Source: an optimization exercise on an open RTL-to-GDS flow (aim: small area, a short achievable clock period and few clock cycles). Production flows keep margins and buffers that such runs may drop.
RTL that was checked went through simulation tests only; none was proved equivalent to the original.
For runs 4 to 6, only the layout was checked, not whether the RTL still works.
Power figures rest on the tool's default switching activity, not on a simulated workload.

===== design/flow/design.v =====
module jbd_bms_parser (
    input  wire        clk,
    input  wire        rst,         
    input  wire        cmd_valid,
    input  wire [15:0] cmd_word,
    output wire        cmd_ready,
    input  wire [11:0] rd_addr,
    output wire [31:0] rd_data
);
    localparam [7:0] OP_NOP      = 8'h00,
                     OP_CLEAR    = 8'h01,
                     OP_PUSH     = 8'h02,
                     OP_VALIDATE = 8'h03,
                     OP_DECODE   = 8'h04,
                     OP_PARSE    = 8'h05;
    localparam [3:0] R_OK           = 4'h0,
                     R_INCOMPLETE   = 4'h1,
                     R_BAD_START    = 4'h2,
                     R_BAD_END      = 4'h3,
                     R_LEN_MISMATCH = 4'h4,
                     R_DEV_STATUS   = 4'h5,
                     R_UNKNOWN_TYPE = 4'h6,
                     R_CSUM         = 4'h7,
                     R_UNSUPPORTED  = 4'h8,
                     R_REC_SIZE     = 4'h9,
                     R_NOT_VALID    = 4'hA,
                     R_ILLEGAL      = 4'hB;
    localparam [1:0] ST_NONE = 2'd0, ST_VALIDATE = 2'd1, ST_DECODE = 2'd2, ST_COMMAND = 2'd3;
    localparam [1:0] T_NONE  = 2'd0, T_BASIC     = 2'd1, T_CELLS   = 2'd2, T_UNKNOWN  = 2'd3;
    localparam NSTAT = 64;         
    localparam NRING = 12;         
    localparam CAP_SIZE = 262;
    reg [7:0]  sbuf [0:NSTAT-1];         
    reg [7:0]  hbuf [0:5];               
    reg [7:0]  ring [0:NRING*16-1];      
    reg [3:0]  phase;
    reg        ready_q;
    reg [15:0] cap_len;
    reg [7:0]  last_byte;
    reg [7:0]  prev1, prev2;    
    reg [15:0] sum3;            
    reg [3:0]  result;
    reg [1:0]  res_stage;
    reg [15:0] diag_obs;
    reg        exp_basic;       
    reg        frame_valid;
    reg [1:0]  rtype;
    reg        hdr_ok;          
    reg [15:0] csum_rx;
    reg [15:0] csum_calc;
    reg [1:0]  rec_kind;
    reg [1:0]  bi_tc;           
    wire [7:0] type_code  = hdr_ok ? sbuf[1] : 8'h00;
    wire [7:0] dev_status = hdr_ok ? sbuf[2] : 8'h00;
    wire [7:0] pay_len    = hdr_ok ? sbuf[3] : 8'h00;
    assign cmd_ready = ready_q;
    wire [7:0] op  = cmd_word[15:8];
    wire [7:0] arg = cmd_word[7:0];
    wire       take = cmd_valid && ready_q;
    wire is_nop   = (op == OP_NOP)      && (arg == 8'h00);
    wire is_clear = (op == OP_CLEAR)    && (arg == 8'h00);
    wire is_push  = (op == OP_PUSH);
    wire is_val   = (op == OP_VALIDATE) && (arg == 8'h00);
    wire is_dec   = (op == OP_DECODE)   && (arg >= 8'h01) && (arg <= 8'h03);
    wire is_parse = (op == OP_PARSE)    && (arg == 8'h00);
    wire legal    = is_nop | is_clear | is_push | is_val | is_dec | is_parse;
    wire [7:0]  hdr_type   = sbuf[1];
    wire [7:0]  hdr_status = sbuf[2];
    wire [7:0]  hdr_len    = sbuf[3];
    wire [15:0] frame_len  = 16'd7 + {8'h00, hdr_len};
    wire [15:0] calc       = 16'h0000 - sum3;
    wire [15:0] rx         = {prev2, prev1};
    wire v_short   = cap_len < 16'd7;
    wire v_start   = sbuf[0] != 8'hDD;
    wire v_end     = last_byte != 8'h77;
    wire v_len     = cap_len != frame_len;
    wire v_stat    = hdr_status != 8'h00;
    wire v_basic   = hdr_type == 8'h03;
    wire v_cells   = hdr_type == 8'h04;
    wire v_csum    = rx != calc;
    reg [3:0]  v_code;
    reg [15:0] v_obs, v_exp;
    always @(*) begin
        v_code = R_OK; v_obs = 16'h0000; v_exp = 16'h0000;
        if (v_short) begin
            v_code = R_INCOMPLETE;   v_obs = cap_len;              v_exp = 16'd7;
        end else if (v_start) begin
            v_code = R_BAD_START;    v_obs = {8'h00, sbuf[0]};     v_exp = 16'h00DD;
        end else if (v_end) begin
            v_code = R_BAD_END;      v_obs = {8'h00, last_byte};   v_exp = 16'h0077;
        end else if (v_len) begin
            v_code = R_LEN_MISMATCH; v_obs = cap_len;              v_exp = frame_len;
        end else if (v_stat) begin
            v_code = R_DEV_STATUS;   v_obs = {8'h00, hdr_status};
        end else if (!v_basic && !v_cells) begin
            v_code = R_UNKNOWN_TYPE; v_obs = {8'h00, hdr_type};
        end else if (v_csum) begin
            v_code = R_CSUM;         v_obs = rx;                   v_exp = calc;
        end
    end
    wire v_hdr  = !v_short && !v_start && !v_end;             
    wire v_type = v_hdr && !v_len && !v_stat;                 
    wire v_ok   = (v_code == R_OK);
    function [36:0] decode;    
        input [1:0] t;
        input       fv;
        input [7:0] n;
        reg   [7:0] cexp;
        begin
            cexp = ((n > 8'd12) ? 8'd12 : n) & 8'hFE;
            if (t == T_UNKNOWN)
                decode = {2'd0, 1'b0, R_UNSUPPORTED, 16'h0003, 14'h0000};
            else if (!fv)
                decode = {2'd0, 1'b0, R_NOT_VALID, 16'h0000, 14'h0000};
            else if (t == T_BASIC)
                decode = (n != 8'd38) ? {2'd0, 1'b0, R_REC_SIZE, 8'h00, n, 14'd38}
                                      : {T_BASIC, 1'b0, R_OK, 16'h0000, 14'h0000};
            else
                decode = (n[0] || n > 8'd12) ? {2'd0, 1'b0, R_REC_SIZE, 8'h00, n, 6'h00, cexp}
                                             : {T_CELLS, 1'b0, R_OK, 16'h0000, 14'h0000};
        end
    endfunction
    wire [1:0]  ntc_clamp = (sbuf[26] > 8'd3) ? 2'd3 : sbuf[26][1:0];
    wire [36:0] d_cmd   = decode(arg[1:0], frame_valid, pay_len);
    wire [36:0] d_parse = decode(v_basic ? T_BASIC : T_CELLS, 1'b1, hdr_len);
    wire do_push  = !rst && take && is_push;
    wire len_lo   = (cap_len[15:6] == 10'd0);                     
    wire len_ring = (cap_len[15:8] == 8'd0) && !len_lo;           
    wire len_hi   = (cap_len[15:3] == 13'h0020) && (cap_len[2:0] < 3'd6);    
    integer i, j, s;
    always @(posedge clk) begin
        for (i = 0; i < NSTAT; i = i + 1)
            if (do_push && len_lo && cap_len[5:0] == i)
                sbuf[i] <= arg;
        for (i = 0; i < 6; i = i + 1)
            if (do_push && len_hi && cap_len[2:0] == i)
                hbuf[i] <= arg;
    end
    always @(posedge clk) begin
        for (j = 0; j < NRING; j = j + 1) begin
            for (s = 0; s < 15; s = s + 1)
                ring[16*j + s] <= ring[16*j + s + 1];
            ring[16*j + 15] <= (do_push && len_ring && cap_len[7:4] == j + 4)
                             ? arg : ring[16*j];
        end
    end
    reg [15:0] cap_len_d;
    always @(*) begin
        cap_len_d = cap_len;
        if (take && is_clear)
            cap_len_d = 16'h0000;
        else if (take && is_push && cap_len != 16'hFFFF)
            cap_len_d = cap_len + 16'd1;
    end
    wire [3:0] phase_d = phase + 4'd1;
    wire ring_d = (cap_len_d[15:8] == 8'd0) && (cap_len_d[7:6] != 2'b00);
    always @(posedge clk) begin
        if (rst) begin
            phase   <= 4'd0;
            ready_q <= 1'b1;
        end else begin
            phase   <= phase_d;
            ready_q <= !ring_d || (cap_len_d[3:0] == phase_d);
        end
    end
    always @(posedge clk) begin
        if (rst) begin
            cap_len     <= 16'h0000;
            last_byte   <= 8'h00;
            sum3        <= 16'h0000;
            result      <= R_OK;
            res_stage   <= ST_NONE;
            diag_obs    <= 16'h0000;
            frame_valid <= 1'b0;
            rtype       <= T_NONE;
            hdr_ok      <= 1'b0;
            csum_rx     <= 16'h0000;
            csum_calc   <= 16'h0000;
            rec_kind    <= T_NONE;
        end else if (take) begin
            cap_len <= cap_len_d;
            if (!legal) begin
                result    <= R_ILLEGAL;
                res_stage <= ST_COMMAND;
                diag_obs  <= cmd_word;
            end
            if (is_clear) begin
                last_byte   <= 8'h00;
                sum3        <= 16'h0000;
                result      <= R_OK;
                res_stage   <= ST_NONE;
                diag_obs    <= 16'h0000;
                    frame_valid <= 1'b0;
                rtype       <= T_NONE;
                hdr_ok      <= 1'b0;
                csum_rx     <= 16'h0000;
                csum_calc   <= 16'h0000;
                rec_kind    <= T_NONE;
            end
            if (is_push) begin
                last_byte <= arg;
                prev1     <= last_byte;
                prev2     <= prev1;
                if (cap_len >= 16'd5)
                    sum3 <= sum3 + {8'h00, prev2};
                frame_valid <= 1'b0;
                rec_kind    <= T_NONE;
            end
            if (is_val || is_parse) begin
                hdr_ok      <= v_hdr;
                rtype       <= !v_type ? T_NONE : v_basic ? T_BASIC : v_cells ? T_CELLS : T_UNKNOWN;
                csum_rx     <= (v_type && (v_basic || v_cells)) ? rx   : 16'h0000;
                csum_calc   <= (v_type && (v_basic || v_cells)) ? calc : 16'h0000;
                frame_valid <= v_ok;
                if (is_parse && v_ok) begin
                    exp_basic <= v_basic;
                    rec_kind  <= d_parse[36:35];
                    result    <= d_parse[33:30];
                    res_stage <= ST_DECODE;
                    diag_obs  <= d_parse[29:14];
                end else begin
                    rec_kind  <= T_NONE;
                    result    <= v_code;
                    res_stage <= ST_VALIDATE;
                    diag_obs  <= v_obs;
                end
            end
            if (is_dec || is_parse)
                bi_tc <= ntc_clamp;
            if (is_dec) begin
                rec_kind  <= d_cmd[36:35];
                result    <= d_cmd[33:30];
                res_stage <= ST_DECODE;
                diag_obs  <= d_cmd[29:14];
                exp_basic <= (arg[1:0] == T_BASIC);
            end
        end
    end
    wire bi = (rec_kind == T_BASIC);
    wire cv = (rec_kind == T_CELLS);
    function [15:0] be16;
        input integer k;
        be16 = {sbuf[k], sbuf[k + 1]};
    endfunction
    wire [2:0] cv_count   = sbuf[3][3:1];    
    reg [15:0] diag_exp;
    always @(*) begin
        case (result)
            R_INCOMPLETE:   diag_exp = 16'd7;
            R_BAD_START:    diag_exp = 16'h00DD;
            R_BAD_END:      diag_exp = 16'h0077;
            R_LEN_MISMATCH: diag_exp = frame_len;
            R_CSUM:         diag_exp = csum_calc;
            R_REC_SIZE:     diag_exp = exp_basic ? 16'd38
                                     : {8'h00, ((hdr_len > 8'd12) ? 8'd12 : hdr_len) & 8'hFE};
            default:        diag_exp = 16'h0000;
        endcase
    end
    reg [31:0] regv [0:63];
    reg [63:0] rcond;
    integer a;
    always @(*) begin
        for (a = 0; a < 64; a = a + 1) regv[a] = 32'h0000_0000;
        rcond = 64'd0;
        regv[6'h00] = {16'h0, cap_len};
        regv[6'h01] = {24'h0, last_byte};
        regv[6'h02] = {28'h0, result};
        regv[6'h03] = {30'h0, res_stage};
        regv[6'h04] = {16'h0, diag_obs};
        regv[6'h05] = {16'h0, diag_exp};
        regv[6'h06] = {31'h0, frame_valid};
        regv[6'h07] = {30'h0, rtype};
        regv[6'h08] = {24'h0, sbuf[1]};
        regv[6'h09] = {24'h0, sbuf[2]};
        regv[6'h0A] = {24'h0, sbuf[3]};
        regv[6'h0B] = {16'h0, csum_rx};
        regv[6'h0C] = {16'h0, csum_calc};
        regv[6'h0D] = {30'h0, rec_kind};
        rcond[7:0]   = 8'hFF;
        rcond[10:8]  = {3{hdr_ok}};
        rcond[13:11] = 3'b111;
        regv[6'h10] = {16'h0, be16(4)};
        regv[6'h11] = {16'h0, be16(6)};
        regv[6'h12] = {16'h0, be16(8)};
        regv[6'h13] = {16'h0, be16(10)};
        regv[6'h14] = {16'h0, be16(12)};
        regv[6'h15] = {16'h0, be16(14)};
        regv[6'h16] = {sbuf[16], sbuf[17], sbuf[18], sbuf[19]};
        regv[6'h17] = {16'h0, be16(20)};
        regv[6'h18] = {24'h0, sbuf[22]};
        regv[6'h19] = {24'h0, sbuf[23]};
        regv[6'h1A] = {24'h0, sbuf[24]};
        regv[6'h1B] = {24'h0, sbuf[25]};
        regv[6'h1C] = {24'h0, sbuf[26]};
        regv[6'h1D] = {30'h0, bi_tc};
        regv[6'h1E] = {16'h0, (bi_tc != 2'd0) ? be16(27) : {sbuf[28], sbuf[27]}};
        regv[6'h1F] = {16'h0, bi_tc[1]        ? be16(29) : {sbuf[30], sbuf[29]}};
        regv[6'h20] = {16'h0, (bi_tc == 2'd3) ? be16(31) : {sbuf[32], sbuf[31]}};
        for (a = 0; a < 9; a = a + 1)
            regv[6'h21 + a] = {24'h0, sbuf[33 + a]};
        regv[6'h2A] = {16'h0, be16(42)};
        for (a = 6'h10; a <= 6'h2A; a = a + 1)
            rcond[a] = bi;
        regv[6'h30] = {29'h0, cv_count};
        rcond[6'h30] = cv;
        for (a = 0; a < 6; a = a + 1) begin
            regv[6'h31 + a]  = {16'h0, be16(4 + 2*a)};
            rcond[6'h31 + a] = cv && (cv_count > a);
        end
        regv[6'h37] = {16'h0, csum_rx};
        rcond[6'h37] = cv;
    end
    wire        c_win, c_hi, c_reg;
    wire [15:0] dlo, dhi;
    rd_addr_dec u_dec (.rd_addr(rd_addr), .c_win(c_win), .c_hi(c_hi), .c_reg(c_reg),
                       .dlo(dlo), .dhi(dhi));
    wire [3:0]  rslot = rd_addr[3:0] - phase;
    wire [15:0] dsl   = 16'h0001 << rslot;
    wire [7:0] sg [0:15];      
    wire [7:0] rg [0:15];      
    genvar gs, gj;
    generate
        for (gs = 0; gs < 16; gs = gs + 1) begin : g_slot
            wire [31:0] sd;
            wire [95:0] rdd;
            for (gj = 0; gj < 4; gj = gj + 1) begin : g_sd
                assign sd[8*gj +: 8] = sbuf[16*gj + gs];
            end
            for (gj = 0; gj < NRING; gj = gj + 1) begin : g_rd
                assign rdd[8*gj +: 8] = ring[16*gj + gs];
            end
            aor4x8  u_s (.d(sd),  .sel(dhi[3:0]),  .y(sg[gs]));
            aor12x8 u_r (.d(rdd), .sel(dhi[15:4]), .y(rg[gs]));
        end
    endgenerate
    wire [127:0] sgv, rgv;
    wire [47:0]  hbv;
    generate
        for (gs = 0; gs < 16; gs = gs + 1) begin : g_pack
            assign sgv[8*gs +: 8] = sg[gs];
            assign rgv[8*gs +: 8] = rg[gs];
        end
        for (gs = 0; gs < 6; gs = gs + 1) begin : g_hpack
            assign hbv[8*gs +: 8] = hbuf[gs];
        end
    endgenerate
    wire [7:0] ws, wr, wh;
    aor16x8 u_ws (.d(sgv), .sel(dlo), .y(ws));
    aor16x8 u_wr (.d(rgv), .sel(dsl), .y(wr));
    aor6x8  u_wh (.d(hbv), .sel(dlo[5:0]), .y(wh));
    reg [63:0] rsel;
    reg [31:0] rw;
    always @(*) begin
        for (a = 0; a < 64; a = a + 1)
            rsel[a] = dlo[a & 15] & dhi[a >> 4] & rcond[a];
        rw = 32'h0000_0000;
        for (a = 0; a < 64; a = a + 1)
            rw = rw | ({32{rsel[a]}} & regv[a]);
    end
    rd_or u_or (.c_win(c_win), .c_hi(c_hi), .c_reg(c_reg), .ws(ws), .wr(wr), .wh(wh), .rw(rw), .y(rd_data));
endmodule
module rd_addr_dec (
    input  wire [11:0] rd_addr,
    output wire        c_win,
    output wire        c_hi,
    output wire        c_reg,
    output wire [15:0] dlo,
    output wire [15:0] dhi
);
    wire top0 = (rd_addr[11:10] == 2'b00);
    assign c_reg = top0 && (rd_addr[9:6] == 4'b0000);
    assign c_win = top0 && (rd_addr[9:8] == 2'b01);
    assign c_hi  = top0 && (rd_addr[9:8] == 2'b10) && (rd_addr[7:3] == 5'd0);
    assign dlo   = 16'h0001 << rd_addr[3:0];
    assign dhi   = 16'h0001 << rd_addr[7:4];
endmodule
module rd_or (
    input  wire        c_win,
    input  wire        c_hi,
    input  wire        c_reg,
    input  wire [7:0]  ws,
    input  wire [7:0]  wr,
    input  wire [7:0]  wh,
    input  wire [31:0] rw,
    output wire [31:0] y
);
    assign y = {{24{c_reg}} & rw[31:8],
                ({8{c_reg}} & rw[7:0]) | ({8{c_win}} & (ws | wr)) | ({8{c_hi}} & wh)};
endmodule
module nand2m (
    input  wire s,
    input  wire d,
    output wire z
);
    assign z = ~(s & d);
endmodule
module aorx8 #(parameter N = 4) (
    input  wire [8*N-1:0] d,
    input  wire [N-1:0]   sel,
    output wire [7:0]     y
);
    genvar b, k;
    generate
        for (b = 0; b < 8; b = b + 1) begin : g_b
            wire [N-1:0] z;
            for (k = 0; k < N; k = k + 1) begin : g_k
                nand2m u (.s(sel[k]), .d(d[8*k + b]), .z(z[k]));
            end
            assign y[b] = ~&z;
        end
    endgenerate
endmodule
module aor4x8 (
    input  wire [31:0] d,
    input  wire [3:0]  sel,
    output wire [7:0]  y
);
    aorx8 #(.N(4)) u (.d(d), .sel(sel), .y(y));
endmodule
module aor6x8 (
    input  wire [47:0] d,
    input  wire [5:0]  sel,
    output wire [7:0]  y
);
    aorx8 #(.N(6)) u (.d(d), .sel(sel), .y(y));
endmodule
module aor12x8 (
    input  wire [95:0] d,
    input  wire [11:0] sel,
    output wire [7:0]  y
);
    aorx8 #(.N(12)) u (.d(d), .sel(sel), .y(y));
endmodule
module aor16x8 (
    input  wire [127:0] d,
    input  wire [15:0]  sel,
    output wire [7:0]   y
);
    aorx8 #(.N(16)) u (.d(d), .sel(sel), .y(y));
endmodule

===== design/flow/config.mk =====
export PLATFORM = sky130hd
export DESIGN_NAME = jbd_bms_parser
export DESIGN_NICKNAME = jbd_bms_parser
export VERILOG_FILES = /design/flow/design.v
export SDC_FILE = /design/flow/constraint.sdc
export NUM_CORES = 8
export LEC_CHECK = 0
export ABC_AREA = 0
export CAP_MARGIN = 20
export CORE_MARGIN = 2
export CORE_UTILIZATION = 55
export CTS_CLUSTER_DIAMETER = 70
export CTS_CLUSTER_SIZE = 26
export PLACE_DENSITY = 0.7
export SETUP_SLACK_MARGIN = 4.0
export SLEW_MARGIN = 20
export SYNTH_HIERARCHICAL = 1

===== design/flow/constraint.sdc =====
create_clock -name core_clock -period 10.0 [get_ports {clk}]
set_input_delay 2.0000 -clock core_clock [delete_from_list [all_inputs] [get_ports {clk}]]
set_output_delay 2.0000 -clock core_clock [all_outputs]
set_load 0.01 [all_outputs]

===== design/flow/run.sh =====
#!/bin/bash
# synth_recipe.tcl (not shown) runs the flow's synth.tcl, then flattens the netlist and writes it again
# the make line also repeats each setting of config.mk as NAME=value (left out here)
make -C /OpenROAD-flow-scripts/flow DESIGN_CONFIG=/design/flow/config.mk WORK_HOME=/design/flow/orfs CLKGATE_MAP_FILE= SYNTH_SCRIPT=/design/flow/synth_recipe.tcl finish

==> results of run 1 <==
-- cells in the final DEF, fill, tap and decap left out, drive strengths merged, types with 44 or more instances in the layout --
cell type and n:
a21oi 119, a22o 47, a22oi 87, and2 44, buf 319, clkbuf 144, dfxtp 1641, edfxtp 579
inv 63, mux2 98, mux2i 45, nand2 2594, nand3 82, nand4 613, nor2 199, nor3 51
o21ai 73, or3 143
-- layout make-up --
class	instances	share of cell area [%]
Tap cell	1781	2.58
Clock buffer	125	3.36
Timing Repair Buffer	358	4.80
Sequential cell	2220	58.2
Multi-Input combinational cell	4751	30.1
Inverter	37	0.161
Antenna cell	8	0.0232
Clock inverter	45	0.722
-- sequential cells by signal, indices dropped and copies added, names as in the netlist, 2 cells and up --
signal and count:
phase 4, ring 1536, hbuf 48, cap_len 16
sum3 16, csum_calc 16, prev1 8, bi_tc 2
res_stage 2, prev2 8, rtype 2, rec_kind 2
diag_obs 16, last_byte 8, csum_rx 16, sbuf 512
result 4
-- stage by stage --
| stage | instances | hold slack [ps] | area (um^2) | total power [W] | setup slack [ps] |
|---|---|---|---|---|---|
| finish | 9325 | 338 | 86300 | 0.0151 | 2990 |
| global route | 9317 | 348 | 86300 | 0.0154 | 3120 |
| CTS | 9243 | 334 | 84900 | 0.0150 | 3230 |
| detailed placement | 8960 | 334 | 78900 | 0.00985 | 1060 |
| global placement | 8959 | 331 | 78900 | 0.00985 | 1100 |
| floorplan | 7161 | 331 | 75600 | 0.00958 | 2160 |
-- where the power goes --
group | switching [W] | total, W | leakage (nW) | internal (W)
clock network | 0.00306 | 0.00527 | 1.72 | 0.00221
registers | 0.0000128 | 0.00921 | 18.4 | 0.00920
logic | 0.000441 | 0.000610 | 12.0 | 0.000168
-- kinds of logic after synthesis --
logic type | after synthesis | synth area share (%)
adders and majority gates | 23 | 0.402
AOI/OAI and AO/OA | 580 | 5.53
and+or+nand+nor | 3936 | 23.6
muxes | 143 | 2.06
DFF | 2220 | 66.6
xor gates and xnor gates | 62 | 0.757
buffers and inverters | 197 | 1.03
-- per-module statistics from Yosys (local to each module, per instance), excerpt --
| module | copies in the design | flip-flops and latches | cells inside |
|---|---|---|---|
| rd_addr_dec | 1 | 0 | 51 |
| nand2m | 2352 | 0 | 1 |
| rd_or | 1 | 0 | 52 |
| jbd_bms_parser | 1 | 2220 | 3970 |
-- per-layer routing --
layer  up-vias  routed length (um)
met3      1034               31600
met4        14               26700
li1      25800                   -
met1     29400              111000
met5         -                 117
met2      3925              132000
-- critical path: cells and delay by family --
kind	cells	cell delay (ps)
compound gates	1	210
buf+inv	3	440
simple gates	8	2050
-- worst paths after layout --
kind / start / to / slack, ps / cells after the start
max: rd_addr[7] / rd_data[5] / 2990 / 12
min: ring[103][7]$_DFF_P_ / ring[102][7]$_DFF_P_ / 340 / 0
max reg2reg: sbuf[3][1]$_DFFE_PP_ / diag_obs[7]$_SDFFE_PP0P_ / 5550 / 11
min reg2reg: ring[103][7]$_DFF_P_ / ring[102][7]$_DFF_P_ / 340 / 0
-- what timing repair did --
action,4_1_cts,5_1_grt
gates cloned,17,25
setup buffers,96,49
pin swaps,100,85
endpoints found under the setup margin,512,288
resized for setup,438,220
==> results.sh, run 1 <==
export IMPL_status="finished clean"
export IMPL_powerDensity_nw_per_um2=175
export IMPL_setup_viol=0
export IMPL_critPathMaxFanout=128
export IMPL_min_path_type="flip-flop to flip-flop"
export IMPL_cpPeakStageDelay_ps=710
export IMPL_yosys_register_bits=2220
export IMPL_root_buffer="clkbuf_16"
export IMPL_clockBufferDepth=3
export IMPL_synthFlopType="dfxtp_1"
export IMPL_seq_area_um2=50200
export IMPL_antenna_found_initial=11
export IMPL_rsz0062_at_grt="yes"
export IMPL_fin_util_pct=63.5
export IMPL_required_ps=8000
export IMPL_port_buffers=63
export IMPL_synthTopCellsByCount="nand2_1 (2594), dfxtp_1 (1641), nand4_1 (613)"
export IMPL_cp_arrival_ps=5010
export IMPL_row_count=135
export IMPL_cts_sinks=2220
export IMPL_die_w_um=374
export IMPL_htree_levels=3
export IMPL_ys_async_sr_fraction_pct=0
export IMPL_wire_per_inst_um=32.3
export IMPL_hold_violations=0
export IMPL_ctsHoldBuffers=0
export IMPL_crit_type="input port to output port"
export IMPL_drtAntennaViolNets=0
export IMPL_n_fill_cell=10900
export IMPL_grtUsageMet2_pct=62.7
export IMPL_grt_pass1_vias=56400
export IMPL_core_um2=136000
export IMPL_critPathSlowestCell="or4_4"
export IMPL_drt_iter0_drc=8890
export IMPL_synth_edf_count=579
export IMPL_cts_tree="built"
export IMPL_maxCapViolCount=0
export IMPL_ys_seq_area_share_pct=66.6
export IMPL_syn_avg_cell_area_um2=10.5
export IMPL_syn_nets=7215
export IMPL_dpl_hpwl_um=194000
export IMPL_cp_common_cell="nand2_2"
export IMPL_period_needed_ps=7010
export IMPL_num_io_pins=64
export IMPL_path_cells="buf_8, or2_4, nor2_4, buf_12, nand2_2, nand4_1, nand2_2, nand4_1, or4_4, o21ai_4, nand2_2, buf_6"
export IMPL_multi_input_area_um2=26000
export IMPL_slew_violations=0
export IMPL_yosysMostFrequentCell="nand2_1"
export IMPL_yosysUniqueCellTypes=95
export IMPL_end_kind="output port"
export IMPL_vias_per_cell=6.46
export IMPL_grt_pass1_wl_um=407000
export IMPL_p_leak_nw=32.1
export IMPL_finalCritPeriodShare_pct=70.1
export IMPL_nets=7534
export IMPL_use_met3_pct=8.21
export IMPL_clock_skew_ps=46.4
export IMPL_fmax_ghz=0.143
export IMPL_gp_routability_congestion=1.10
export IMPL_tightest_slew_ps=1230
export IMPL_path_clk_slew_ps=90
export IMPL_die_area_um2=140000
export IMPL_wirelength_um=301000
export IMPL_vias=60300
export IMPL_yosys_area_top_type_share_pct=43.6
export IMPL_setup_worst_path_start_class="input port"
export IMPL_syn_inst=7161
export IMPL_yosysWarnings=15
export IMPL_drive_above_1_share_pct=12.3
export IMPL_ir_drop_uv=180
export IMPL_start_util_pct=55.5
export IMPL_synth_area_top_cells="dfxtp_1 (44%), edfxtp_1 (23%), nand2_1 (13%), nand4_1 (5.1%), mux2_2 (1.5%)"
export IMPL_drc=0
export IMPL_busiest_layer="met2"
export IMPL_fp_dieH_um=374
export IMPL_syn2layout_area_growth_pct=14.5
export IMPL_numCtsBuffers=112
export IMPL_grtUsageMet1_pct=50.9
export IMPL_grt_max_degree=130
export IMPL_clk_insertion_delay_late_ps=810
export IMPL_tns_ps=0
export IMPL_firstDrtPassIters=10
export IMPL_relSlewSlack_pct=17.9
export IMPL_yosys_area_top_type="dfxtp_1"
export IMPL_overflow=0
export IMPL_track_usage_pct=40.3
export IMPL_synth_area_um2=75400
Testbench counts, summed over its fixed seeds: cycles 10,075.
==> inputs of run 2 (changes only) <==
--- a/design/flow/config.mk
+++ b/design/flow/config.mk
@@ -10,6 +10,6 @@
 export CORE_MARGIN = 2
 export CORE_UTILIZATION = 55
-export CTS_CLUSTER_DIAMETER = 70
-export CTS_CLUSTER_SIZE = 26
+export CTS_CLUSTER_DIAMETER = 65
+export CTS_CLUSTER_SIZE = 30
 export PLACE_DENSITY = 0.7
 export SETUP_SLACK_MARGIN = 4.0
==> results.sh, run 2 <==
export IMPL_power_frac_seq_pct=58.9
export IMPL_finalCritPeriodShare_pct=69.2
export IMPL_num_io_pins=64
export IMPL_synth_fa_ha_area_share_pct=0.402
export IMPL_ir_drop_uv=226
export IMPL_fmax_ghz=0.145
export IMPL_cts_sinks=2220
export IMPL_synthTopCellsByCount="nand2_1 (2594), dfxtp_1 (1641), nand4_1 (613)"
export IMPL_ys_seq_area_share_pct=66.6
export IMPL_antenna_found_initial=16
export IMPL_path_clk_slew_ps=100
export IMPL_synth_xor_area_share_pct=0.757
export IMPL_tns_ps=0
export IMPL_htree_levels=3
export IMPL_firstDrtPassIters=9
export IMPL_wire_per_inst_um=32.6
export IMPL_synthFlopType="dfxtp_1"
export IMPL_nets=7528
export IMPL_period_needed_ps=6920
export IMPL_required_ps=8000
export IMPL_switching_power_w=0.00373
export IMPL_drtAntennaViolNets=0
export IMPL_reg2reg_from="sbuf[3][1]$_DFFE_PP_"
export IMPL_synth_area_top_cells="dfxtp_1 (44%), edfxtp_1 (23%), nand2_1 (13%), nand4_1 (5.1%), mux2_2 (1.5%)"
export IMPL_slew_violations=0
export IMPL_yosys_area_top_type_share_pct=43.6
export IMPL_reg_top3="ring x1536, sbuf x512, hbuf x48"
export IMPL_fin_ws_ps=3080
export IMPL_powerDensity_nw_per_um2=180
export IMPL_layout_common_cells="nand2_1 (2535), dfxtp_1 (1641), nand4_1 (613)"
export IMPL_yosysMostFrequentCell="nand2_1"
export IMPL_vias=60700
export IMPL_grt_max_degree=130
export IMPL_crit_type="input port to output port"
export IMPL_internal_power_w=0.0119
export IMPL_regMostFlops="ring"
export IMPL_maxCapViolCount=0
export IMPL_rr_worst_depth=10
export IMPL_syn_inst=7161
export IMPL_track_usage_pct=41.9
export IMPL_relSlewSlack_pct=20.9
export IMPL_syn2layout_area_growth_pct=15.6
export IMPL_tightest_slew_ps=1180
export IMPL_synth_edf_count=579
export IMPL_ctsHoldBuffers=0
export IMPL_row_count=135
export IMPL_r2r_end="diag_obs[4]$_SDFFE_PP0P_"
export IMPL_syn_avg_cell_area_um2=10.5
export IMPL_crit_path_end="rd_data[3]"
export IMPL_gp_routability_congestion=1.10
export IMPL_end_kind="output port"
export IMPL_hold_violations=0
export IMPL_vias_per_cell=6.49
export IMPL_clkPwrFrac_pct=37.2
export IMPL_start_util_pct=55.5
export IMPL_mostFrequentLayoutCell="nand2_1"
export IMPL_drive_above_1_share_pct=12.6
export IMPL_clockBufferDepth=3
export IMPL_setup_worst_path_start_class="input port"
export IMPL_synth_top_family_by_area="simple AND/OR/NAND/NOR gates"
export IMPL_wirelength_um=305000
export IMPL_core_um2=136000
export IMPL_overflow=0
export IMPL_drt_iter0_drc=8526
export IMPL_die_w_um=374
export IMPL_dpl_hpwl_um=194000
export IMPL_holdPathStages=0
export IMPL_rsz0062_at_grt="yes"
export IMPL_setup_viol=0
export IMPL_rrSetupSlack_ps=5490
export IMPL_fp_dieH_um=374
export IMPL_yosys_area_top_type="dfxtp_1"
export IMPL_syn_nets=7215
export IMPL_cp_arrival_ps=4920
export IMPL_clock_skew_ps=69.9
export IMPL_startpoint="rd_addr[4]"
export IMPL_grt_pass1_wl_um=420000
export IMPL_status="finished clean"
export IMPL_largest_reg_flops=1536
export IMPL_yosysUniqueCellTypes=95
export IMPL_pre_cts_ws_ps=1060
export IMPL_muxShareOfSynthArea_pct=2.06
export IMPL_numCtsBuffers=115
export IMPL_synth_compound_area_share_pct=5.53
export IMPL_n_fill_cell=10700
export IMPL_synth_simple_area_share_pct=23.6
export IMPL_cts_tree="built"
export IMPL_yosys_register_bits=2220
export IMPL_synth_area_um2=75400
export IMPL_critPathMaxFanout=128
export IMPL_power_frac_comb_pct=3.9
export IMPL_drc=0
export IMPL_port_buffers=63
export IMPL_clk_insertion_delay_late_ps=790
export IMPL_grt_pass1_vias=57000
export IMPL_root_buffer="clkbuf_16"
export IMPL_p_sw_share_pct=23.8
export IMPL_die_area_um2=140000
export IMPL_yosysWarnings=15
export IMPL_p_leak_nw=32.4
export IMPL_min_path_type="flip-flop to flip-flop"
export IMPL_ys_async_sr_fraction_pct=0
## run 2: Yosys stat by module (local to each module, per instance), a selection
module	cells inside	area [um^2]	times used	flops+latches
rd_or	52	325	1	0
nand2m	1	3.75	2352	0
rd_addr_dec	51	254	1	0
jbd_bms_parser	3970	61300	1	2220
## run 2: metrics by stage
stage	instance area (um^2)	power, W	cells	util (%)	hold slack [ps]
6_report	87100	0.0156	9350	64.2	339
5_1_grt	87100	0.0160	9344	64.1	340
4_1_cts	86400	0.0156	9312	63.6	340
3_5_place_dp	78900	0.00985	8960	58.1	334
3_3_place_gp	78900	0.00985	8959	58.1	331
2_1_floorplan	75600	0.00958	7161	-	331
## run 2: layout make-up
cell class                 count  area, um^2  area share [%]
multi-input combinational   4748       25900            29.7
inverter                      37         139           0.159
timing repair buffer         352        4330            4.97
clock buffer                 126        3010            3.46
tap                         1781        2230            2.56
clock inverter                80        1240            1.43
antenna                        6        15.0          0.0172
sequential                  2220       50200            57.7
## run 2: worst min-delay path by stage
stage	start	to	slack, ps
floorplan	ring[1][0]$_DFF_P_	ring[0][0]$_DFF_P_	330
global placement	ring[154][1]$_DFF_P_	ring[153][1]$_DFF_P_	330
detailed placement	ring[119][1]$_DFF_P_	ring[118][1]$_DFF_P_	330
CTS	ring[134][3]$_DFF_P_	ring[133][3]$_DFF_P_	340
global route	ring[134][3]$_DFF_P_	ring[133][3]$_DFF_P_	340
finish	ring[134][3]$_DFF_P_	ring[133][3]$_DFF_P_	340
## run 2: what timing repair did
action / 4_1_cts / 5_1_grt
setup endpoints to repair: 512 / 272
hold endpoints to repair: 0 / 0
buffers inserted: 114 / 23
pin swaps: 118 / 82
gates resized for setup: 537 / 113
cloned: 32 / 9
## run 2: cell families (layout without fill, tap and decap cells)
family | Yosys count | count (layout)
fa+ha+maj | 23 | 23
compound gates | 580 | 580
other cells | 0 | 6
xor+xnor | 62 | 62
flops | 2220 | 2220
buf+inv | 197 | 595
mux | 143 | 143
simple gates | 3936 | 3940
## run 2: power groups by stage
stage / clock network (W) / registers (W) / logic (W)
CTS: 0.00583 / 0.00921 / 0.000555
detailed placement: 0 / 0.00942 / 0.000431
finish: 0.00583 / 0.00921 / 0.000609
floorplan: 0 / 0.00941 / 0.000169
global route: 0.00615 / 0.00922 / 0.000605
global placement: 0 / 0.00942 / 0.000428
## run 2: critical path, cell delays in order
cell and delay, ps:
buf_12 100, nand2b_4 190, nor2_4 50, buf_12 190, nand2_1 240, nand4_1 120
or3_1 380, nand2_1 70, nand4_1 120, or4_4 640, o21ai_4 200, nand2_2 120
buf_6 160
## run 2: routing by layer
| layer | global-route usage (%) | vias up | share of wire [%] |
|---|---|---|---|
| met5 | 0 | - | 0.032 |
| li1 | - | 25900 | - |
| met2 | 64.3 | 4195 | 44 |
| met1 | 52.7 | 29500 | 36 |
| met3 | 8.97 | 1101 | 11 |
| met4 | 30.4 | 14 | 9.5 |
==> inputs of run 3 (changes only) <==
--- a/design/flow/config.mk
+++ b/design/flow/config.mk
@@ -10,6 +10,6 @@
 export CORE_MARGIN = 2
 export CORE_UTILIZATION = 55
-export CTS_CLUSTER_DIAMETER = 65
-export CTS_CLUSTER_SIZE = 30
+export CTS_CLUSTER_DIAMETER = 75
+export CTS_CLUSTER_SIZE = 24
 export PLACE_DENSITY = 0.7
 export SETUP_SLACK_MARGIN = 4.0
==> results.sh, run 3 <==
export IMPL_status="finished clean"
export IMPL_syn_avg_cell_area_um2=10.5
export IMPL_ir_drop_uv=172
export IMPL_grt_max_degree=129
export IMPL_setup_viol=0
export IMPL_syn_nets=7215
export IMPL_rsz0062_at_grt="yes"
export IMPL_cp_arrival_ps=5030
export IMPL_clock_skew_ps=43.6
export IMPL_crit_type="input port to output port"
export IMPL_grt_pass1_wl_um=413000
export IMPL_layout_common_cells="nand2_1 (2555), dfxtp_1 (1641), nand4_1 (613)"
export IMPL_syn2layout_area_growth_pct=13.7
export IMPL_fin_ws_ps=2970
export IMPL_yosysMostFrequentCell="nand2_1"
export IMPL_syn_inst=7161
export IMPL_critPathSlowestCell="or4_4"
export IMPL_ys_async_sr_fraction_pct=0
export IMPL_relSlewSlack_pct=25.0
export IMPL_clk_insertion_delay_late_ps=790
export IMPL_mostFrequentLayoutCell="nand2_1"
export IMPL_path_cells="buf_6, or2_4, nor2_4, buf_12, nand2_1, nand4_1, nand2_2, nand4_1, or4_4, o21ai_4, nand2_2, buf_6"
export IMPL_path_clk_slew_ps=90
export IMPL_setup_worst_path_start_class="input port"
export IMPL_wire_per_inst_um=31.9
export IMPL_drt_iter0_drc=8310
export IMPL_nets=7510
export IMPL_rrSetupSlack_ps=5570
export IMPL_postPlaceCellArea_um2=78900
export IMPL_synth_edf_count=579
export IMPL_tightest_slew_ps=1120
export IMPL_firstDrtPassIters=10
export IMPL_drc=0
export IMPL_cts_tree="built"
export IMPL_row_count=135
export IMPL_gp_routability_congestion=1.10
export IMPL_yosysUniqueCellTypes=95
export IMPL_synth_area_top_cells="dfxtp_1 (44%), edfxtp_1 (23%), nand2_1 (13%), nand4_1 (5.1%), mux2_2 (1.5%)"
export IMPL_reg_top3="ring x1536, sbuf x512, hbuf x48"
export IMPL_hold_violations=0
export IMPL_drtAntennaViolNets=0
export IMPL_clockBufferDepth=3
export IMPL_synth_area_um2=75400
export IMPL_end_kind="output port"
export IMPL_grt_pass1_vias=56800
export IMPL_vias_per_cell=6.41
export IMPL_fp_dieH_um=374
export IMPL_largest_reg_flops=1536
export IMPL_yosys_area_top_type_share_pct=43.6
export IMPL_root_buffer="clkbuf_16"
export IMPL_fin_util_pct=63.1
export IMPL_synthTopCellsByCount="nand2_1 (2594), dfxtp_1 (1641), nand4_1 (613)"
export IMPL_antenna_found_initial=7
export IMPL_numCtsBuffers=112
export IMPL_slew_violations=0
export IMPL_htree_levels=3
export IMPL_fmax_ghz=0.142
export IMPL_track_usage_pct=41.0
export IMPL_overflow=0
export IMPL_die_w_um=374
export IMPL_yosys_register_bits=2220
export IMPL_yosysWarnings=15
export IMPL_pre_cts_ws_ps=1060
export IMPL_period_needed_ps=7030
export IMPL_design_area_um2=85700
export IMPL_dpl_hpwl_um=194000
export IMPL_wirelength_um=296000
export IMPL_synthFlopType="dfxtp_1"
export IMPL_core_um2=136000
export IMPL_required_ps=8000
export IMPL_die_area_um2=140000
export IMPL_finalCritPeriodShare_pct=70.3
export IMPL_cpPeakStageDelay_ps=680
export IMPL_critPathMaxFanout=128
export IMPL_maxCapViolCount=0
export IMPL_vias=59500
export IMPL_cts_sinks=2220
export IMPL_yosys_area_top_type="dfxtp_1"
export IMPL_p_leak_nw=31.7
export IMPL_start_util_pct=55.5
export IMPL_min_path_type="flip-flop to flip-flop"
export IMPL_ys_seq_area_share_pct=66.6
export IMPL_port_buffers=63
export IMPL_drive_above_1_share_pct=11.6
export IMPL_regMostFlops="ring"
export IMPL_tns_ps=0
export IMPL_powerDensity_nw_per_um2=174
export IMPL_num_io_pins=64
run 3: layer usage:
metal	global-route usage (%)	part of all wire, %	routed length, um	vias up
li1	-	-	-	25700
met1	51.1	37	108000	29000
met2	63.5	44	131000	3749
met3	9.06	10	31000	976
met4	29.3	8.9	26300	6
met5	0	0.017	49	-
run 3: cell type report:
cell class / count / area (um^2)
antenna: 3 / 7.51
fill: 10900 / 50100
multi-input combinational: 4748 / 25800
sequential: 2220 / 50200
inverter: 37 / 139
clock buffer: 128 / 2930
timing repair buffer: 337 / 3880
tap: 1781 / 2230
clock inverter: 30 / 479
run 3: per-stage QoR:
step	hold WS (ps)	cells	total power (W)
2_1_floorplan	331	7161	0.00958
6_report	336	9284	0.0150
3_5_place_dp	334	8960	0.00985
5_1_grt	337	9281	0.0153
3_3_place_gp	331	8959	0.00985
4_1_cts	338	9247	0.0149
run 3: power breakdown:
part | internal (W) | switching [W] | total [W]
Sequential | 0.00920 | 0.0000128 | 0.00921
Combinational | 0.000162 | 0.000433 | 0.000595
Clock | 0.00218 | 0.00296 | 0.00514
Total | 0.0115 | 0.00341 | 0.0149
run 3: what timing repair did:
action	4_1_cts	5_1_grt
cloned	23	8
hold buffers	0	0
resized for setup	475	128
buffers inserted	106	26
setup endpoints to repair	520	358
endpoints found under the hold margin	0	0
pin swaps	122	43
run 3: kinds of logic after synthesis:
logic type / Yosys count / synth area share, %
AOI/OAI and AO/OA: 580 / 5.53
xor gates and xnor gates: 62 / 0.757
adders and majority gates: 23 / 0.402
buffers and inverters: 197 / 1.03
DFF: 2220 / 66.6
muxes: 143 / 2.06
and+or+nand+nor: 3936 / 23.6
run 3: final timing paths:
| path | to | start | cells after the start |
|---|---|---|---|
| worst max-delay path | rd_data[5] | rd_addr[7] | 12 |
| worst min-delay path | ring[16][0]$_DFF_P_ | ring[17][0]$_DFF_P_ | 0 |
| worst max register to register | diag_obs[7]$_SDFFE_PP0P_ | sbuf[3][1]$_DFFE_PP_ | 11 |
| worst min register to register | ring[16][0]$_DFF_P_ | ring[17][0]$_DFF_P_ | 0 |
run 3: Yosys stat by module, one instance, submodules excluded, a selection:
module	area, um^2	cells inside	copies in the design	flip-flops and latches
rd_addr_dec	254	51	1	0
rd_or	325	52	1	0
jbd_bms_parser	61300	3970	1	2220
nand2m	3.75	1	2352	0
run 3: critical path: cells and delay by family:
kind | cells | cell delay (ps)
AND/OR/NAND/NOR | 8 | 2050
AO/OA/AOI/OAI | 1 | 210
buffers and inverters | 3 | 470
==> inputs of run 4 (changes only) <==
--- a/design/flow/design.v
+++ b/design/flow/design.v
@@ -349,9 +349,11 @@
     aor16x8 u_wr (.d(rgv), .sel(dsl), .y(wr));
     aor6x8  u_wh (.d(hbv), .sel(dlo[5:0]), .y(wh));
+    wire [63:0] rline;       
+    rd_reg_dec u_rdec (.rd_addr(rd_addr), .line(rline));
     reg [63:0] rsel;
     reg [31:0] rw;
     always @(*) begin
         for (a = 0; a < 64; a = a + 1)
-            rsel[a] = dlo[a & 15] & dhi[a >> 4] & rcond[a];
+            rsel[a] = rline[a] & rcond[a];
         rw = 32'h0000_0000;
         for (a = 0; a < 64; a = a + 1)
@@ -375,4 +377,10 @@
     assign dhi   = 16'h0001 << rd_addr[7:4];
 endmodule
+module rd_reg_dec (
+    input  wire [11:0] rd_addr,
+    output wire [63:0] line
+);
+    assign line = (rd_addr[11:6] == 6'd0) ? (64'd1 << rd_addr[5:0]) : 64'd0;
+endmodule
 module rd_or (
     input  wire        c_win,
--- a/design/flow/config.mk
+++ b/design/flow/config.mk
@@ -10,6 +10,6 @@
 export CORE_MARGIN = 2
 export CORE_UTILIZATION = 55
-export CTS_CLUSTER_DIAMETER = 75
-export CTS_CLUSTER_SIZE = 24
+export CTS_CLUSTER_DIAMETER = 80
+export CTS_CLUSTER_SIZE = 20
 export PLACE_DENSITY = 0.7
 export SETUP_SLACK_MARGIN = 4.0
==> results.sh, run 4 <==
export IMPL_ir_drop_uv=194
export IMPL_maxCapViolCount=0
export IMPL_clock_skew_ps=37.1
export IMPL_cpLargestDelayFamily="simple AND/OR/NAND/NOR gates"
export IMPL_p_leak_nw=33.0
export IMPL_hold_violations=0
export IMPL_gp_routability_congestion=1.10
export IMPL_root_buffer="clkbuf_16"
export IMPL_slew_violations=0
export IMPL_wirelength_um=322000
export IMPL_path_depth=15
export IMPL_drive_above_1_share_pct=14.6
export IMPL_vias=62500
export IMPL_critPathMaxFanout=8
export IMPL_yosysWarnings=15
export IMPL_mostFrequentLayoutCell="nand2_1"
export IMPL_start_util_pct=55.3
export IMPL_syn_nets=7239
export IMPL_wire_per_inst_um=33.9
export IMPL_critPathSlowestCell="or4_4"
export IMPL_antenna_found_initial=27
export IMPL_regMostFlops="ring"
export IMPL_min_path_type="flip-flop to flip-flop"
export IMPL_drtAntennaViolNets=0
export IMPL_nets=7708
export IMPL_syn_avg_cell_area_um2=10.5
export IMPL_relSlewSlack_pct=17.2
export IMPL_die_w_um=375
export IMPL_dpl_hpwl_um=214000
export IMPL_grt_pass1_wl_um=439000
export IMPL_rr_worst_depth=9
export IMPL_overflow=0
export IMPL_end_kind="output port"
export IMPL_drt_iter0_drc=10300
export IMPL_tns_ps=0
export IMPL_layout_common_cells="nand2_1 (2514), dfxtp_1 (1641), nand4_1 (612)"
export IMPL_startpoint="rd_addr[9]"
export IMPL_firstDrtPassIters=9
export IMPL_cp_arrival_ps=5110
export IMPL_drc=0
export IMPL_path_clk_slew_ps=80
export IMPL_numCtsBuffers=136
export IMPL_reg2reg_from="cap_len[0]$_SDFFE_PP0P_"
export IMPL_num_io_pins=64
export IMPL_finalCritPeriodShare_pct=71.1
export IMPL_rrSetupSlack_ps=5360
export IMPL_powerDensity_nw_per_um2=175
export IMPL_syn_inst=7185
export IMPL_grt_max_degree=76
export IMPL_holdPathStages=0
export IMPL_tightest_slew_ps=1240
export IMPL_core_um2=137000
export IMPL_vias_per_cell=6.58
export IMPL_clk_insertion_delay_late_ps=820
export IMPL_htree_levels=4
export IMPL_crit_type="input port to output port"
export IMPL_r2r_end="csum_calc[11]$_SDFFE_PP0P_"
export IMPL_setup_worst_path_start_class="input port"
export IMPL_status="finished clean"
export IMPL_crit_path_end="rd_data[2]"
export IMPL_port_buffers=63
export IMPL_clockBufferDepth=3
export IMPL_report_power_total_w=0.0156
export IMPL_path_cells="buf_12, or4_4, buf_12, nor4_1, buf_4, a22o_1, a22oi_1, nand4_1, a2111oi_4, nand4_1, a21oi_1, o21ai_1, a22oi_2, nand2_4, buf_6"
export IMPL_rsz0062_at_grt="yes"
export IMPL_setup_viol=0
export IMPL_cts_sinks=2220
export IMPL_fmax_ghz=0.141
export IMPL_synth_area_um2=75700
export IMPL_cpPeakStageDelay_ps=700
export IMPL_crit_buf_inv=4
export IMPL_cts_tree="built"
export IMPL_period_needed_ps=7110
export IMPL_largest_reg_flops=1536
export IMPL_reg_top3="ring x1536, sbuf x512, hbuf x48"
export IMPL_grt_pass1_vias=57900
export IMPL_fp_dieH_um=375
export IMPL_required_ps=8000
export IMPL_row_count=136
export IMPL_die_area_um2=141000
export IMPL_track_usage_pct=44.4
export IMPL_syn2layout_area_growth_pct=17.7
==> run 4: where the power goes <==
part / total [W] / switching [W] / internal (W)
clock: 0.00573 / 0.00311 / 0.00262
combinational: 0.000626 / 0.000443 / 0.000183
sequential: 0.00921 / 0.0000123 / 0.00920
total: 0.0156 / 0.00356 / 0.0120
==> run 4: stage by stage <==
step	setup slack (ps)	cells	util, %	hold WS [ps]	area, um^2
finish	2890	9505	65.0	334	89100
floorplan	2750	7185	-	331	76000
detailed placement	1050	9039	58.2	334	79800
CTS	3090	9447	64.2	330	88000
global route	2950	9498	65.0	346	89100
global placement	921	9038	58.2	332	79700
==> run 4: metal layers <==
layer	up-vias	track usage [%]	wire length, um
met2	4661	60.3	127000
met4	22	22.4	20400
met1	30500	60.6	126000
met5	-	0.549	569
li1	26300	-	-
met3	1045	18.2	48700
==> run 4: worst min path at each step <==
stage	startpoint	slack [ps]	end
5_1_grt	ring[138][0]$_DFF_P_	350	ring[137][0]$_DFF_P_
6_report	ring[185][0]$_DFF_P_	330	ring[184][0]$_DFF_P_
3_5_place_dp	ring[162][5]$_DFF_P_	330	ring[161][5]$_DFF_P_
2_1_floorplan	ring[1][0]$_DFF_P_	330	ring[0][0]$_DFF_P_
3_3_place_gp	ring[22][0]$_DFF_P_	330	ring[21][0]$_DFF_P_
4_1_cts	ring[191][3]$_DFF_P_	330	ring[190][3]$_DFF_P_
==> run 4: timing repair <==
| item | in CTS | in global routing |
|---|---|---|
| buffers inserted | 183 | 40 |
| setup endpoints to repair | 159 | 534 |
| hold buffers | 0 | 0 |
| pin swaps | 129 | 84 |
| gates resized for setup | 623 | 135 |
| gates cloned | 41 | 7 |
==> run 4: layout make-up <==
type	instances	area, um^2
fill	10300	47900
antenna	11	27.5
clock buffer	150	3490
timing repair buffer	504	6000
inverter	36	139
multi-input combinational	4756	26400
clock inverter	34	548
sequential	2220	50200
tap	1794	2240
==> inputs of run 5 (changes only) <==
--- a/design/flow/design.v
+++ b/design/flow/design.v
@@ -349,15 +349,45 @@
     aor16x8 u_wr (.d(rgv), .sel(dsl), .y(wr));
     aor6x8  u_wh (.d(hbv), .sel(dlo[5:0]), .y(wh));
-    wire [63:0] rline;       
-    rd_reg_dec u_rdec (.rd_addr(rd_addr), .line(rline));
+    function integer regw;      
+        input integer a;
+        begin
+            case (a)
+                6'h00, 6'h04, 6'h05, 6'h0B, 6'h0C:           regw = 16;
+                6'h01, 6'h08, 6'h09, 6'h0A:                  regw = 8;
+                6'h02:                                       regw = 4;
+                6'h03, 6'h07, 6'h0D, 6'h1D:                  regw = 2;
+                6'h06:                                       regw = 1;
+                6'h16:                                       regw = 32;
+                6'h30:                                       regw = 3;
+                default:
+                    if ((a >= 6'h10 && a <= 6'h15) || a == 6'h17 || (a >= 6'h1E && a <= 6'h20)
+                        || a == 6'h2A || (a >= 6'h31 && a <= 6'h37))
+                        regw = 16;
+                    else if ((a >= 6'h18 && a <= 6'h1C) || (a >= 6'h21 && a <= 6'h29))
+                        regw = 8;
+                    else
+                        regw = 0;
+            endcase
+        end
+    endfunction
     reg [63:0] rsel;
-    reg [31:0] rw;
-    always @(*) begin
+    always @(*)
         for (a = 0; a < 64; a = a + 1)
-            rsel[a] = rline[a] & rcond[a];
-        rw = 32'h0000_0000;
-        for (a = 0; a < 64; a = a + 1)
-            rw = rw | ({32{rsel[a]}} & regv[a]);
-    end
+            rsel[a] = dlo[a & 15] & dhi[a >> 4] & rcond[a];
+    wire [31:0] rw;
+    genvar ga, gb;
+    generate
+        for (gb = 0; gb < 32; gb = gb + 1) begin : g_rw
+            wire [63:0] zr;
+            for (ga = 0; ga < 64; ga = ga + 1) begin : g_a
+                if (gb < regw(ga)) begin : g_t
+                    nand2m u (.s(rsel[ga]), .d(regv[ga][gb]), .z(zr[ga]));
+                end else begin : g_0
+                    assign zr[ga] = 1'b1;
+                end
+            end
+            assign rw[gb] = ~&zr;
+        end
+    endgenerate
     rd_or u_or (.c_win(c_win), .c_hi(c_hi), .c_reg(c_reg), .ws(ws), .wr(wr), .wh(wh), .rw(rw), .y(rd_data));
 endmodule
@@ -377,10 +407,4 @@
     assign dhi   = 16'h0001 << rd_addr[7:4];
 endmodule
-module rd_reg_dec (
-    input  wire [11:0] rd_addr,
-    output wire [63:0] line
-);
-    assign line = (rd_addr[11:6] == 6'd0) ? (64'd1 << rd_addr[5:0]) : 64'd0;
-endmodule
 module rd_or (
     input  wire        c_win,
==> results.sh, run 5 <==
export IMPL_status="finished clean"
export IMPL_period_needed_ps=7070
export IMPL_grt_pass1_vias=59000
export IMPL_clkPwrFrac_pct=37.2
export IMPL_drt_iter0_drc=9568
export IMPL_clockBufferDepth=3
export IMPL_ys_seq_area_share_pct=66.0
export IMPL_whs_ps=328
export IMPL_vias_per_cell=6.45
export IMPL_r2r_end="sbuf[52][1]$_DFFE_PP_"
export IMPL_internal_power_w=0.0120
export IMPL_placed_cells=9401
export IMPL_ctsHoldBuffers=0
export IMPL_drc=0
export IMPL_postPlaceCellArea_um2=80200
export IMPL_largest_reg_flops=1536
export IMPL_root_buffer="clkbuf_16"
export IMPL_synthTopCellsByCount="nand2_1 (3054), dfxtp_1 (1641), nand4_1 (730)"
export IMPL_layout_common_cells="nand2_1 (2945), dfxtp_1 (1641), nand4_1 (730)"
export IMPL_firstDrtPassIters=8
export IMPL_die_w_um=376
export IMPL_setup_worst_path_start_class="input port"
export IMPL_p_sw_share_pct=22.8
export IMPL_syn2layout_area_growth_pct=16.7
export IMPL_cts_sinks=2220
export IMPL_grt_max_degree=85
export IMPL_gp_routability_congestion=1.09
export IMPL_crit_type="input port to output port"
export IMPL_drive_above_1_share_pct=13.4
export IMPL_cts_tree="built"
export IMPL_syn_inst=7493
export IMPL_yosys_area_top_type="dfxtp_1"
export IMPL_yosysMostFrequentCell="nand2_1"
export IMPL_yosys_area_top_type_share_pct=43.2
export IMPL_setup_viol=0
export IMPL_crit_path_end="rd_data[0]"
export IMPL_grt_pass1_wl_um=437000
export IMPL_power_frac_comb_pct=3.6
export IMPL_cpPeakStageDelay_ps=560
export IMPL_track_usage_pct=43.9
export IMPL_drtAntennaViolNets=0
export IMPL_slew_violations=0
export IMPL_htree_levels=4
export IMPL_rrSetupSlack_ps=5410
export IMPL_design_area_um2=88900
export IMPL_synth_area_um2=76100
export IMPL_nets=7991
export IMPL_syn_avg_cell_area_um2=10.2
export IMPL_wirelength_um=325000
export IMPL_relSlewSlack_pct=16.1
export IMPL_clock_skew_ps=32.2
export IMPL_required_ps=8000
export IMPL_switching_power_w=0.00354
export IMPL_core_um2=137000
export IMPL_port_buffers=63
export IMPL_die_area_um2=141000
export IMPL_critPathSlowestCell="nand4_1"
export IMPL_reg_top3="ring x1536, sbuf x512, hbuf x48"
export IMPL_cp_arrival_ps=5070
export IMPL_numCtsBuffers=137
export IMPL_tns_ps=0
export IMPL_synthFlopType="dfxtp_1"
export IMPL_reg2reg_from="ready_q$_SDFF_PP1_"
export IMPL_start_util_pct=55.4
export IMPL_dpl_hpwl_um=214000
export IMPL_tightest_slew_ps=1260
export IMPL_yosysWarnings=15
export IMPL_p_leak_nw=33.3
export IMPL_finalCritPeriodShare_pct=70.7
export IMPL_yosysUniqueCellTypes=90
export IMPL_hold_violations=0
export IMPL_maxCapViolCount=0
export IMPL_antenna_found_initial=22
export IMPL_synth_area_top_cells="dfxtp_1 (43%), edfxtp_1 (23%), nand2_1 (15%), nand4_1 (6.0%), mux2_2 (2.0%)"
export IMPL_path_cells="buf_6, buf_12, or2b_4, nor2_4, and3b_4, and2_1, buf_6, nand2_2, nand4_1, nor3_2, nand4_1, a22oi_2, nand2_2, buf_6"
export IMPL_fin_util_pct=64.6
export IMPL_final_cells=9808
export IMPL_regMostFlops="ring"
export IMPL_critPathMaxFanout=7
export IMPL_rr_worst_depth=6
export IMPL_syn_nets=7547
export IMPL_cp_common_cell="buf_6"
export IMPL_rsz0062_at_grt="yes"
export IMPL_vias=63300
export IMPL_overflow=0
export IMPL_path_clk_slew_ps=80
export IMPL_ir_drop_uv=173
export IMPL_synth_edf_count=579
export IMPL_ys_async_sr_fraction_pct=0
export IMPL_startpoint="rd_addr[4]"
export IMPL_row_count=136
export IMPL_wire_per_inst_um=33.2
export IMPL_mostFrequentLayoutCell="nand2_1"
export IMPL_end_kind="output port"
export IMPL_clk_insertion_delay_late_ps=840
export IMPL_min_path_type="flip-flop to flip-flop"
export IMPL_powerDensity_nw_per_um2=175
export IMPL_num_io_pins=64
export IMPL_fmax_ghz=0.141
export IMPL_fp_dieH_um=376
export IMPL_power_frac_seq_pct=59.2
export IMPL_yosys_register_bits=2220
run 5: cell types whose count changed in the layout (fill, tap and decap cells not counted), moves of 25 or more:
cell	previous run	this run
nand2_4	7	35
mux2_2	113	138
nand4_1	612	730
a222oi_1	34	1
a22oi_1	86	21
and2_4	19	49
nand2_1	2514	2945
buf_4	269	179
buf_12	64	37
nor2_1	160	189
nand2_2	32	73
run 5: cell families after synthesis:
logic type / after synthesis / share of synthesized area [%]
muxes: 147 / 2.16
xor gates and xnor gates: 68 / 0.858
adders and majority gates: 23 / 0.398
DFF: 2220 / 66.0
buffers and inverters: 157 / 0.842
AOI/OAI and AO/OA: 305 / 2.74
and+or+nand+nor: 4573 / 27.0
run 5: area by class of cell:
type                            count  area [um^2]
Clock buffer                      174         3670
Multi-Input combinational cell   5120        26700
Antenna cell                       14         35.0
Tap cell                         1794         2240
Sequential cell                  2220        50200
Inverter                           49          184
Fill cell                       10800        48600
Timing Repair Buffer              409         5300
Clock inverter                     28          462
run 5: repair_timing:
action | 4_1_cts | 5_1_grt
setup buffers | 88 | 43
gates resized for setup | 547 | 195
setup endpoints to repair | 40 | 124
cloned | 34 | 25
pin swaps | 116 | 102
run 5: through the flow:
stage / setup WS [ps] / power, W
after CTS: 3170 / 0.0155
after global routing: 3030 / 0.0159
after floorplan: 2280 / 0.00957
after detailed placement: 1150 / 0.00983
after global placement: 1220 / 0.00983
final: 2930 / 0.0155
run 5: critical path: cells and delay by family:
kind | cells | cell delay, ps
buffers and inverters | 4 | 510
AND/OR/NAND/NOR | 9 | 2140
AO/OA/AOI/OAI | 1 | 420
run 5: how the worst min path moves through the flow:
stage	start	endpoint	slack, ps	cells after the start
CTS	ring[124][6]$_DFF_P_	ring[123][6]$_DFF_P_	330	0
detailed placement	ring[11][5]$_DFF_P_	ring[10][5]$_DFF_P_	330	0
finish	ring[115][2]$_DFF_P_	ring[114][2]$_DFF_P_	330	0
global route	ring[85][2]$_DFF_P_	ring[84][2]$_DFF_P_	340	0
global placement	ring[155][0]$_DFF_P_	ring[154][0]$_DFF_P_	330	0
floorplan	ring[1][0]$_DFF_P_	ring[0][0]$_DFF_P_	330	0
run 5: power by group through the flow:
stage	clock network, W	logic [W]	registers, W
after CTS	0.00578	0.000493	0.00920
after global placement	0	0.000411	0.00942
final	0.00578	0.000560	0.00921
after floorplan	0	0.000154	0.00941
after global routing	0.00611	0.000552	0.00921
after detailed placement	0	0.000413	0.00942
run 5: metal layers:
metal / vias to the layer above / part of all wire, % / global-route usage (%)
met5: - / 0.069 / 0
met4: 18 / 7.7 / 28.1
met3: 1072 / 13 / 13.2
met2: 4522 / 42 / 64.3
met1: 30900 / 38 / 56.8
li1: 26800 / - / -
run 5: modules after synthesis (local to each module, per instance), a selection:
module	cells inside	cell area, um^2	copies in the design
rd_addr_dec	51	254	1
nand2m	1	3.75	2912
rd_or	52	325	1
jbd_bms_parser	3742	60000	1
==> inputs of run 6 (changes only) <==
--- a/design/flow/design.v
+++ b/design/flow/design.v
@@ -371,21 +371,39 @@
         end
     endfunction
-    reg [63:0] rsel;
+    function integer has_term;    
+        input integer s;
+        input integer b;
+        integer j;
+        begin
+            has_term = 0;
+            for (j = 0; j < 4; j = j + 1)
+                if (b < regw(16*j + s)) has_term = 1;
+        end
+    endfunction
+    reg [31:0] dv [0:63];       
     always @(*)
         for (a = 0; a < 64; a = a + 1)
-            rsel[a] = dlo[a & 15] & dhi[a >> 4] & rcond[a];
+            dv[a] = {32{rcond[a]}} & regv[a];
     wire [31:0] rw;
-    genvar ga, gb;
+    genvar ga, gb2, gs2;
     generate
-        for (gb = 0; gb < 32; gb = gb + 1) begin : g_rw
-            wire [63:0] zr;
-            for (ga = 0; ga < 64; ga = ga + 1) begin : g_a
-                if (gb < regw(ga)) begin : g_t
-                    nand2m u (.s(rsel[ga]), .d(regv[ga][gb]), .z(zr[ga]));
-                end else begin : g_0
-                    assign zr[ga] = 1'b1;
+        for (gb2 = 0; gb2 < 32; gb2 = gb2 + 1) begin : g_rw
+            wire [15:0] z2;
+            for (gs2 = 0; gs2 < 16; gs2 = gs2 + 1) begin : g_s
+                if (has_term(gs2, gb2)) begin : g_t
+                    wire [3:0] z1;
+                    for (ga = 0; ga < 4; ga = ga + 1) begin : g_a
+                        if (gb2 < regw(16*ga + gs2)) begin : g_l
+                            nand2m u (.s(dhi[ga]), .d(dv[16*ga + gs2][gb2]), .z(z1[ga]));
+                        end else begin : g_1
+                            assign z1[ga] = 1'b1;
+                        end
+                    end
+                    nand2m u2 (.s(dlo[gs2]), .d(~&z1), .z(z2[gs2]));
+                end else begin : g_n
+                    assign z2[gs2] = 1'b1;
                 end
             end
-            assign rw[gb] = ~&zr;
+            assign rw[gb2] = ~&z2;
         end
     endgenerate
==> results.sh, run 6 <==
export IMPL_cts_tree="built"
export IMPL_dpl_hpwl_um=207000
export IMPL_reg_top3="ring x1536, sbuf x512, hbuf x48"
export IMPL_powerDensity_nw_per_um2=170
export IMPL_numCtsBuffers=137
export IMPL_yosysMostFrequentCell="nand2_1"
export IMPL_required_ps=8000
export IMPL_clock_skew_ps=48.1
export IMPL_busiest_layer="met2"
export IMPL_yosys_area_top_type_share_pct=41.2
export IMPL_cp_arrival_ps=5040
export IMPL_num_io_pins=64
export IMPL_layout_common_cells="nand2_1 (3353), dfxtp_1 (1641), nand4_1 (677)"
export IMPL_synthTopCellsByCount="nand2_1 (3432), dfxtp_1 (1641), nand4_1 (677)"
export IMPL_finalCritPeriodShare_pct=70.4
export IMPL_core_um2=144000
export IMPL_row_count=139
export IMPL_synth_area_um2=79700
export IMPL_crit_type="input port to output port"
export IMPL_drtAntennaViolNets=0
export IMPL_design_area_um2=91600
export IMPL_drt_iter0_drc=8419
export IMPL_grt_pass1_vias=62300
export IMPL_wire_per_inst_um=30.0
export IMPL_min_path_type="flip-flop to flip-flop"
export IMPL_postPlaceCellArea_um2=83700
export IMPL_synthFlopType="dfxtp_1"
export IMPL_tns_ps=0
export IMPL_relSlewSlack_pct=15.5
export IMPL_tightest_slew_ps=1260
export IMPL_mostFrequentLayoutCell="nand2_1"
export IMPL_firstDrtPassIters=7
export IMPL_yosysUniqueCellTypes=91
export IMPL_start_util_pct=55.4
export IMPL_syn_nets=8371
export IMPL_whs_ps=343
export IMPL_die_area_um2=148000
export IMPL_syn_avg_cell_area_um2=9.59
export IMPL_drc=0
export IMPL_ys_async_sr_fraction_pct=0
export IMPL_grt_max_degree=226
export IMPL_fp_dieH_um=385
export IMPL_use_met3_pct=9.12
export IMPL_overflow=0
export IMPL_port_buffers=63
export IMPL_period_needed_ps=7040
export IMPL_antenna_found_initial=15
export IMPL_maxCapViolCount=0
export IMPL_ys_seq_area_share_pct=63.0
export IMPL_grtUsageMet1_pct=52.1
export IMPL_vias=65800
export IMPL_p_leak_nw=35.4
export IMPL_drive_above_1_share_pct=10.5
export IMPL_wirelength_um=319000
export IMPL_slew_violations=0
export IMPL_vias_per_cell=6.19
export IMPL_path_clk_slew_ps=80
export IMPL_regMostFlops="ring"
export IMPL_hold_violations=0
export IMPL_gp_routability_congestion=1.06
export IMPL_nets=8721
export IMPL_setup_viol=0
export IMPL_grt_pass1_wl_um=443000
export IMPL_die_w_um=385
export IMPL_synth_area_top_cells="dfxtp_1 (41%), edfxtp_1 (22%), nand2_1 (16%), nand4_1 (5.3%), and2_1 (3.3%)"
export IMPL_synth_edf_count=579
export IMPL_ir_drop_uv=188
export IMPL_clk_insertion_delay_late_ps=850
export IMPL_clockBufferDepth=3
export IMPL_cts_sinks=2220
export IMPL_status="finished clean"
export IMPL_track_usage_pct=41.7
export IMPL_syn2layout_area_growth_pct=14.9
export IMPL_critPathMaxFanout=10
export IMPL_root_buffer="clkbuf_16"
export IMPL_syn_inst=8317
export IMPL_grtUsageMet2_pct=63.3
export IMPL_yosysWarnings=17
export IMPL_end_kind="output port"
export IMPL_setup_worst_path_start_class="input port"
export IMPL_yosys_register_bits=2220
export IMPL_htree_levels=4
export IMPL_fmax_ghz=0.142
export IMPL_yosys_area_top_type="dfxtp_1"
export IMPL_rsz0062_at_grt="yes"
export IMPL_largest_reg_flops=1536
## run 6: cell count changes after synthesis, moves of 12 or more
| cell | change |
|---|---|
| nor3_1 | -12 |
| nand4_1 | -53 |
| nand3_1 | +81 |
| a21oi_1 | +34 |
| clkbuf_1 | +43 |
| and2_1 | +356 |
| nor2_1 | -15 |
| mux2i_1 | +12 |
| inv_1 | +78 |
| nor4_1 | -27 |
| or4_1 | +20 |
| nand2_1 | +378 |
| mux2_2 | -39 |
## run 6: cell families (layout without fill, tap and decap cells)
family / Yosys count / after routing / synth area share (%)
AO/OA/AOI/OAI: 323 / 323 / 2.63
XOR/XNOR: 63 / 63 / 0.778
adder cells (fa/ha/maj): 23 / 23 / 0.380
buffers and inverters: 272 / 666 / 1.35
flip-flops: 2220 / 2220 / 63.0
multiplexers: 120 / 120 / 1.66
other: 0 / 12 / 0
AND/OR/NAND/NOR: 5296 / 5305 / 30.2
## run 6: worst max-delay path: stages
cell,delay (ps)
buf_6,100
or2_4,200
nor3_4,70
buf_12,150
buf_12,150
buf_6,150
nand2_1,90
nand4_1,260
nand2_1,200
nand4_1,390
or4_4,720
o21ai_4,290
nand2_1,90
buf_2,150
## run 6: repair_timing
action | CTS | global route
gates resized for setup | 377 | 147
cloned | 36 | 18
hold buffers | 0 | 0
setup endpoints to repair | 269 | 116
buffers inserted | 70 | 35
pin swaps | 73 | 83
## run 6: final cells by class
class | instances | area [um^2]
clock inverter | 35 | 599
tap | 1903 | 2380
inverter | 125 | 474
sequential | 2220 | 50200
multi-input combinational | 5834 | 29700
fill | 11800 | 52300
timing repair buffer | 349 | 4580
clock buffer | 157 | 3530
antenna | 12 | 30.0
## run 6: per-stage QoR
| step | worst slack (ps) | std cells | utilization [%] | total power (W) |
|---|---|---|---|---|
| CTS | 3180 | 10600 | 62.9 | 0.0155 |
| floorplan | 667 | 8317 | - | 0.00958 |
| global route | 3070 | 10600 | 63.7 | 0.0159 |
| finish | 2960 | 10600 | 63.7 | 0.0156 |
| global placement | 1170 | 10300 | 58.2 | 0.00983 |
| detailed placement | 1130 | 10300 | 58.2 | 0.00983 |
## run 6: where the power goes
group | total [W] | switching, W | internal, W
clock | 0.00580 | 0.00316 | 0.00264
sequential | 0.00921 | 0.0000109 | 0.00920
combinational | 0.000599 | 0.000428 | 0.000171
## run 6: worst paths after layout
kind                                   to                     from  cells after the start  slack (ps)
hold / removal       ring[109][0]$_DFF_P_     ring[110][0]$_DFF_P_                      0         340
setup reg to reg  csum_rx[9]$_SDFFE_PP0P_  cap_len[2]$_SDFFE_PP0P_                      9        5120
hold reg to reg      ring[109][0]$_DFF_P_     ring[110][0]$_DFF_P_                      0         340
setup / recovery               rd_data[5]               rd_addr[6]                     14        2960
## run 6: metal layers
layer	up-vias	share of wire, %
met5	-	0.0094
met3	1149	11
met2	4098	43
met1	31700	36
met4	6	9.8
li1	28900	-
## run 6: modules after synthesis, one instance, submodules excluded, a selection
module | area (um^2) | cells | copies in the design | flip-flops and latches
jbd_bms_parser | 62700 | 4324 | 1 | 2220
rd_or | 325 | 52 | 1 | 0
rd_addr_dec | 254 | 51 | 1 | 0
nand2m | 3.75 | 1 | 3154 | 0
